Background: an optimization exercise with open tools, aiming at small area, a short achievable clock period and few clock cycles per item. Do not read the settings as production practice. In this exercise RTL edits were held to simulation tests only and were not proved equivalent to the original.

--- run.sh ---
#!/bin/bash
# synth_recipe.tcl (not shown) runs the flow's synth.tcl, then flattens the netlist and writes it again
# the make line also repeats each setting of config.mk as NAME=value (left out here)
make -C /OpenROAD-flow-scripts/flow DESIGN_CONFIG=/design/flow/config.mk WORK_HOME=/design/flow/orfs CLKGATE_MAP_FILE= SYNTH_SCRIPT=/design/flow/synth_recipe.tcl finish
--- constraint.sdc ---
create_clock -name core_clock -period 10.0 [get_ports {clk}]
set_input_delay 2.0000 -clock core_clock [delete_from_list [all_inputs] [get_ports {clk}]]
set_output_delay 2.0000 -clock core_clock [all_outputs]
set_load 0.01 [all_outputs]
--- config.mk ---
export PLATFORM = sky130hd
export DESIGN_NAME = olivia_fec_decoder
export DESIGN_NICKNAME = olivia_fec_decoder
export VERILOG_FILES = /design/flow/design.v
export SDC_FILE = /design/flow/constraint.sdc
export NUM_CORES = 8
export LEC_CHECK = 0
export CAP_MARGIN = 40
export CORE_MARGIN = 2
export CORE_UTILIZATION = 35
export PLACE_DENSITY = 0.55
export SLEW_MARGIN = 20
--- design.v ---
module olivia_fec_decoder (
    input  wire        clk,
    input  wire        rst,
    input  wire        in_valid,
    output wire        in_ready,
    input  wire [3:0]  in_bps,
    input  wire [47:0] in_soft,
    output wire        out_valid,
    input  wire        out_ready,
    output wire [6:0]  out_char,
    output wire [2:0]  out_index,
    output wire [11:0] out_peak,
    output wire        out_last
);
    localparam [63:0] SCRAMBLING_CODE = 64'hE257E6D0291574EC;
    localparam [2:0] S_LOAD   = 3'd0,
                     S_GATHER = 3'd1,
                     S_FHT    = 3'd2,
                     S_SCAN   = 3'd3,
                     S_OUT    = 3'd4;
    reg  [2:0]  state;
    reg  [5:0]  t_cnt;       
    reg  [2:0]  rot;         
    reg  [2:0]  bps_m1;      
    reg  [2:0]  cw;          
    reg  [2:0]  stage;       
    reg  [5:0]  scan_j;      
    reg  [11:0] pk;          
    reg  [5:0]  pk_pos;
    reg         pk_neg;
    reg signed [5:0]  sbuf [0:63][0:7];
    reg signed [12:0] d [0:63];
    assign in_ready  = (state == S_LOAD);
    assign out_valid = (state == S_OUT);
    assign out_char  = {pk_neg, pk_pos};
    assign out_index = cw;
    assign out_peak  = pk;
    assign out_last  = (cw == bps_m1);
    wire [2:0] in_bm1 = (in_bps == 4'd0) ? 3'd0 :
                        (in_bps >  4'd8) ? 3'd7 : in_bps[2:0] - 3'd1;
    wire [2:0] cur_bm1 = (t_cnt == 6'd0) ? in_bm1 : bps_m1;
    wire [3:0] cur_b   = {1'b0, cur_bm1} + 4'd1;
    wire in_fire  = in_valid && in_ready;
    wire out_fire = out_valid && out_ready;
    integer li;
    reg [3:0] lane;
    always @(posedge clk) begin
        if (in_fire) begin
            for (li = 0; li < 8; li = li + 1) begin
                lane = li + rot;
                if (lane >= cur_b)
                    lane = lane - cur_b;
                sbuf[t_cnt][li] <= in_soft[lane[2:0]*6 +: 6];
            end
        end
    end
    function scr_bit;
        input [2:0] i;
        input [5:0] t;
        reg [5:0] k;
        begin
            k = t + 6'd13 * i;
            scr_bit = SCRAMBLING_CODE[k];
        end
    endfunction
    genvar q;
    generate
        for (q = 0; q < 64; q = q + 1) begin : g_vec
            wire signed [12:0] soft_ext = sbuf[q][cw];
            wire signed [12:0] gathered = scr_bit(cw, q) ? -soft_ext : soft_ext;
            wire signed [12:0] bf_a = d[q >> 1];
            wire signed [12:0] bf_b = d[(q >> 1) + 32];
            wire signed [12:0] bfly = (q & 1) ? bf_b - bf_a : bf_b + bf_a;
            always @(posedge clk) begin
                if (state == S_GATHER)
                    d[q] <= gathered;
                else if (state == S_FHT)
                    d[q] <= bfly;
            end
        end
    endgenerate
    wire signed [12:0] scan_val = d[scan_j];
    wire        [12:0] scan_abs = scan_val[12] ? -scan_val : scan_val;
    always @(posedge clk) begin
        if (rst) begin
            state  <= S_LOAD;
            t_cnt  <= 6'd0;
            rot    <= 3'd0;
            bps_m1 <= 3'd0;
            cw     <= 3'd0;
            stage  <= 3'd0;
            scan_j <= 6'd0;
            pk     <= 12'd0;
            pk_pos <= 6'd0;
            pk_neg <= 1'b0;
        end else begin
            case (state)
                S_LOAD: begin
                    if (in_fire) begin
                        if (t_cnt == 6'd0)
                            bps_m1 <= in_bm1;
                        rot   <= (rot == cur_bm1) ? 3'd0 : rot + 3'd1;
                        t_cnt <= t_cnt + 6'd1;
                        if (t_cnt == 6'd63) begin
                            cw    <= 3'd0;
                            state <= S_GATHER;
                        end
                    end
                end
                S_GATHER: begin
                    stage <= 3'd0;
                    state <= S_FHT;
                end
                S_FHT: begin
                    stage <= stage + 3'd1;
                    if (stage == 3'd5) begin
                        scan_j <= 6'd0;
                        pk     <= 12'd0;
                        pk_pos <= 6'd0;
                        pk_neg <= 1'b0;
                        state  <= S_SCAN;
                    end
                end
                S_SCAN: begin
                    if (scan_abs > {1'b0, pk}) begin
                        pk     <= scan_abs[11:0];
                        pk_pos <= scan_j;
                        pk_neg <= scan_val[12];
                    end
                    scan_j <= scan_j + 6'd1;
                    if (scan_j == 6'd63)
                        state <= S_OUT;
                end
                S_OUT: begin
                    if (out_fire) begin
                        if (cw == bps_m1) begin
                            t_cnt <= 6'd0;
                            rot   <= 3'd0;
                            state <= S_LOAD;
                        end else begin
                            cw    <= cw + 3'd1;
                            state <= S_GATHER;
                        end
                    end
                end
                default: state <= S_LOAD;
            endcase
        end
    end
endmodule
==> results.cfg <==
[sta]
rsz0062_at_grt = no
finalClockSkew_ps = 159
max_slew.worst_pin.slew_ps = 1100
fmax_mhz = 128
final.setup.tns_ps = 0
period_share_pct = 78.0
finalHoldViolCount = 0
finalSetupViolCount = 0
slew_headroom_pct = 27.0
period_needed_ps = 7800
drv_slew = 0

[logic_synthesis]
netlist_top_cells_area = edfxtp_1 (58%), mux4_2 (9.7%), ha_1 (5.6%)
postSynth.asyncResetShare_pct = 0
synth-compound-area-share_pct = 8.30
synth-simple-area-share_pct = 7.64
ys_ff_latch = 3953
avgSynthCellArea_sq_um = 13.7
syn_nets = 15900
muxShareOfSynthArea_pct = 12.6
synth_top_family_by_area = multiplexers
yosys_warnings = 2
synth_top_area_share_pct = 57.6
yosysTopAreaCell = edfxtp_1
synth.distinct_cells = 102
netlist_instances = 14800
netlist_area_sq_um = 203000
ys.flop_type = edfxtp_1
synth-xor-area-share_pct = 3.76
synth-edff-count = 3904
synthAdderAreaFrac_pct = 6.34
yosysSeqAreaShare_pct = 58.1

[global_route]
grt_max_degree = 181
grt_usage_pct = 30.8
grt_antenna_before_repair = 84
grt_pass1_wl_microns = 1220000
grt-ovfl-total = 0
first_global_vias = 128000

[final_layout]
layout-drive-gt1-share_pct = 16.9
postLayoutCoreUtil_pct = 40.3
layout.nets = 16500
area_growth_syn_to_layout_pct = 14.9
final_cell_mix = edfxtp_1 (3904), inv_1 (1066), ha_1 (909)
fillers = 54200
final_common_cell = edfxtp_1

[placed_design]
portBuffers = 80
gp_congestion = 1.07
dp.final_hpwl_microns = 718000

[setup_path]
crit_fanout = 29
start_kind = flip-flop
crit_chain = buf_4, nand2b_1, buf_4, nor2_1, buf_4, a22oi_1, nand4_1, or4_1, or4_4, a21oi_1, ha_1, nor2b_1, a21oi_1, or3_1, ha_1, nand3_1, a21oi_1, o31a_1, o21a_1, o21ai_0, a211o_1, nand2_1, o2bb2ai_1
critical_path_class = flip-flop to flip-flop
arrival_ps = 8760
cp_slowest_cell = dfxtp_2
crit_path_end_kind = flip-flop
cp_data_required_time_ps = 10960
max_stage_delay_ps = 790

[die]
dieArea_sq_um = 587000
fp.dieW_microns = 766
num_rows = 280
io_pins = 81
core-area_sq_um = 580000
fp.dieH_microns = 766
initial_core_util_pct = 35.1

[status]
status = no timing/DRC/antenna violations

[drt]
drt-initial-drc-count = 20900
route.detailed.drc = 0
drt-vias-per-instance = 5.90
wl_per_cell_microns = 39.5
first_pass_iters = 6
vias = 139000
wirelength_microns = 933000
ant_nets = 0

[job]
cap_violations = 0

[cts]
htreeDepth = 5
clkSinkCount = 3953
cts_resized = 0
postCtsHoldBufs = 0
cts_buffers = 421
clock_path_buffers = 4
cts_setup_buffers = 0
clock-root-buffer = clkbuf_16
clk_latency_ps = 1080
path_clk_slew_ps = 60
cts_tree = built

[hold_path]
hold_path.class = flip-flop to flip-flop
worst max-delay path: cells and delay by family (launching register included):
kind | cells | cell delay (ps)
adders and majority gates | 2 | 540
and+or+nand+nor | 9 | 3000
AOI/OAI and AO/OA | 9 | 2140
buffers and inverters | 3 | 1230
DFF | 1 | 790
flip-flops by register name (all words and copies together), names as in the netlist, named ones only:
signal,count
t_cnt,6
pk,12
bps_m1,3
pk_neg,1
state,3
pk_pos,6
scan_j,6
d,832
stage,3
cw,3
rot,3
sbuf,3072
routing by layer:
| metal | vias up | share of wire [%] | GRT usage, % |
|---|---|---|---|
| li1 | 57800 | - | - |
| met1 | 72600 | 41 | 43.6 |
| met2 | 7749 | 43 | 45.1 |
| met3 | 1386 | 8.5 | 4.39 |
| met4 | 6 | 7.3 | 18.3 |
| met5 | - | 0.0040 | 0 |
stage by stage:
step	worst slack, ps	area [sq um]	cells	hold WS (ps)
2_1_floorplan	-3420	204000	14800	451
3_3_place_gp	1260	216000	22500	498
3_5_place_dp	1400	219000	22800	515
4_1_cts	2450	233000	23600	519
5_1_grt	2000	234000	23600	541
6_report	2200	234000	23600	521
path summary, 6_finish.rpt:
kind	depth (start not counted)	from	to	slack, ps
setup / recovery	23	scan_j[2]$_SDFFE_PP0P_	pk[7]$_SDFFE_PP0P_	2200
hold / removal	2	stage[2]$_SDFFE_PP0P_	stage[2]$_SDFFE_PP0P_	520
setup reg to reg	23	scan_j[2]$_SDFFE_PP0P_	pk[7]$_SDFFE_PP0P_	2200
hold reg to reg	2	stage[2]$_SDFFE_PP0P_	stage[2]$_SDFFE_PP0P_	520
synthesized netlist by cell type (79+ instances only):
| master | n |
|---|---|
| clkbuf_1 | 382 |
| nand3_1 | 412 |
| and3_1 | 212 |
| inv_1 | 1066 |
| nand2_1 | 730 |
| mux2i_1 | 502 |
| a21oi_1 | 739 |
| nor2b_1 | 147 |
| edfxtp_1 | 3904 |
| or2_2 | 93 |
| o21bai_1 | 161 |
| xor2_1 | 250 |
| nor2_1 | 677 |
| a21o_1 | 167 |
| nand2b_1 | 158 |
| o31ai_1 | 126 |
| mux4_2 | 873 |
| a22oi_1 | 153 |
| xnor2_1 | 619 |
| nand4_1 | 94 |
| and2_1 | 79 |
| nor3_1 | 243 |
| mux2_2 | 86 |
| o21ai_0 | 812 |
| ha_1 | 912 |
| buf_1 | 132 |
| or3_1 | 130 |
cells by family after synthesis:
logic type	count (synthesis)
AOI/OAI and AO/OA	2730
xor gates and xnor gates	871
adders and majority gates	987
buffers and inverters	1683
DFF	3953
muxes	1461
and+or+nand+nor	3129
final cells by class:
type | count | area (sq um) | share of cell area [%]
diodes | 49 | 123 | 0.0525
clock buffers | 508 | 10900 | 4.66
clock inverters | 262 | 2640 | 1.13
inverters | 1070 | 4020 | 1.72
multi-input cells | 9178 | 79800 | 34.1
flip-flops and latches | 3953 | 118000 | 50.6
well taps | 7755 | 9700 | 4.15
repair buffers | 873 | 8300 | 3.55
Testbench counts, summed over its fixed seeds: cycles 148,416, chars 1,720.

## port drivers added, routing unchanged
In the flow no input, the clock included, has a driving cell. The finished layout below was timed again as built, in two steps.
Step 1 assumes that a clkbuf_16 drives the clock port and a buf_2 every other input.
Step 2, shift: input delay + t, output delay - t, t = (earliest + latest rising clock arrival at the registers) / 2. This alone moves slack from input paths to output paths.
Slacks: ideal ports / drivers / drivers and shift; pairs: ideal ports / drivers.
t, ns: 1.125
slack for setup (ns): 2.196 / 2.196 / 1.503
worst register clock-pin slew, ns: 0.08 / 0.08
worst data-port slew with drivers (ns): 0.04
After both steps setup and hold are still met in this run. For this run, drivers alone change the setup slack by 0.000 ns; drivers and shift together by -0.693 ns.
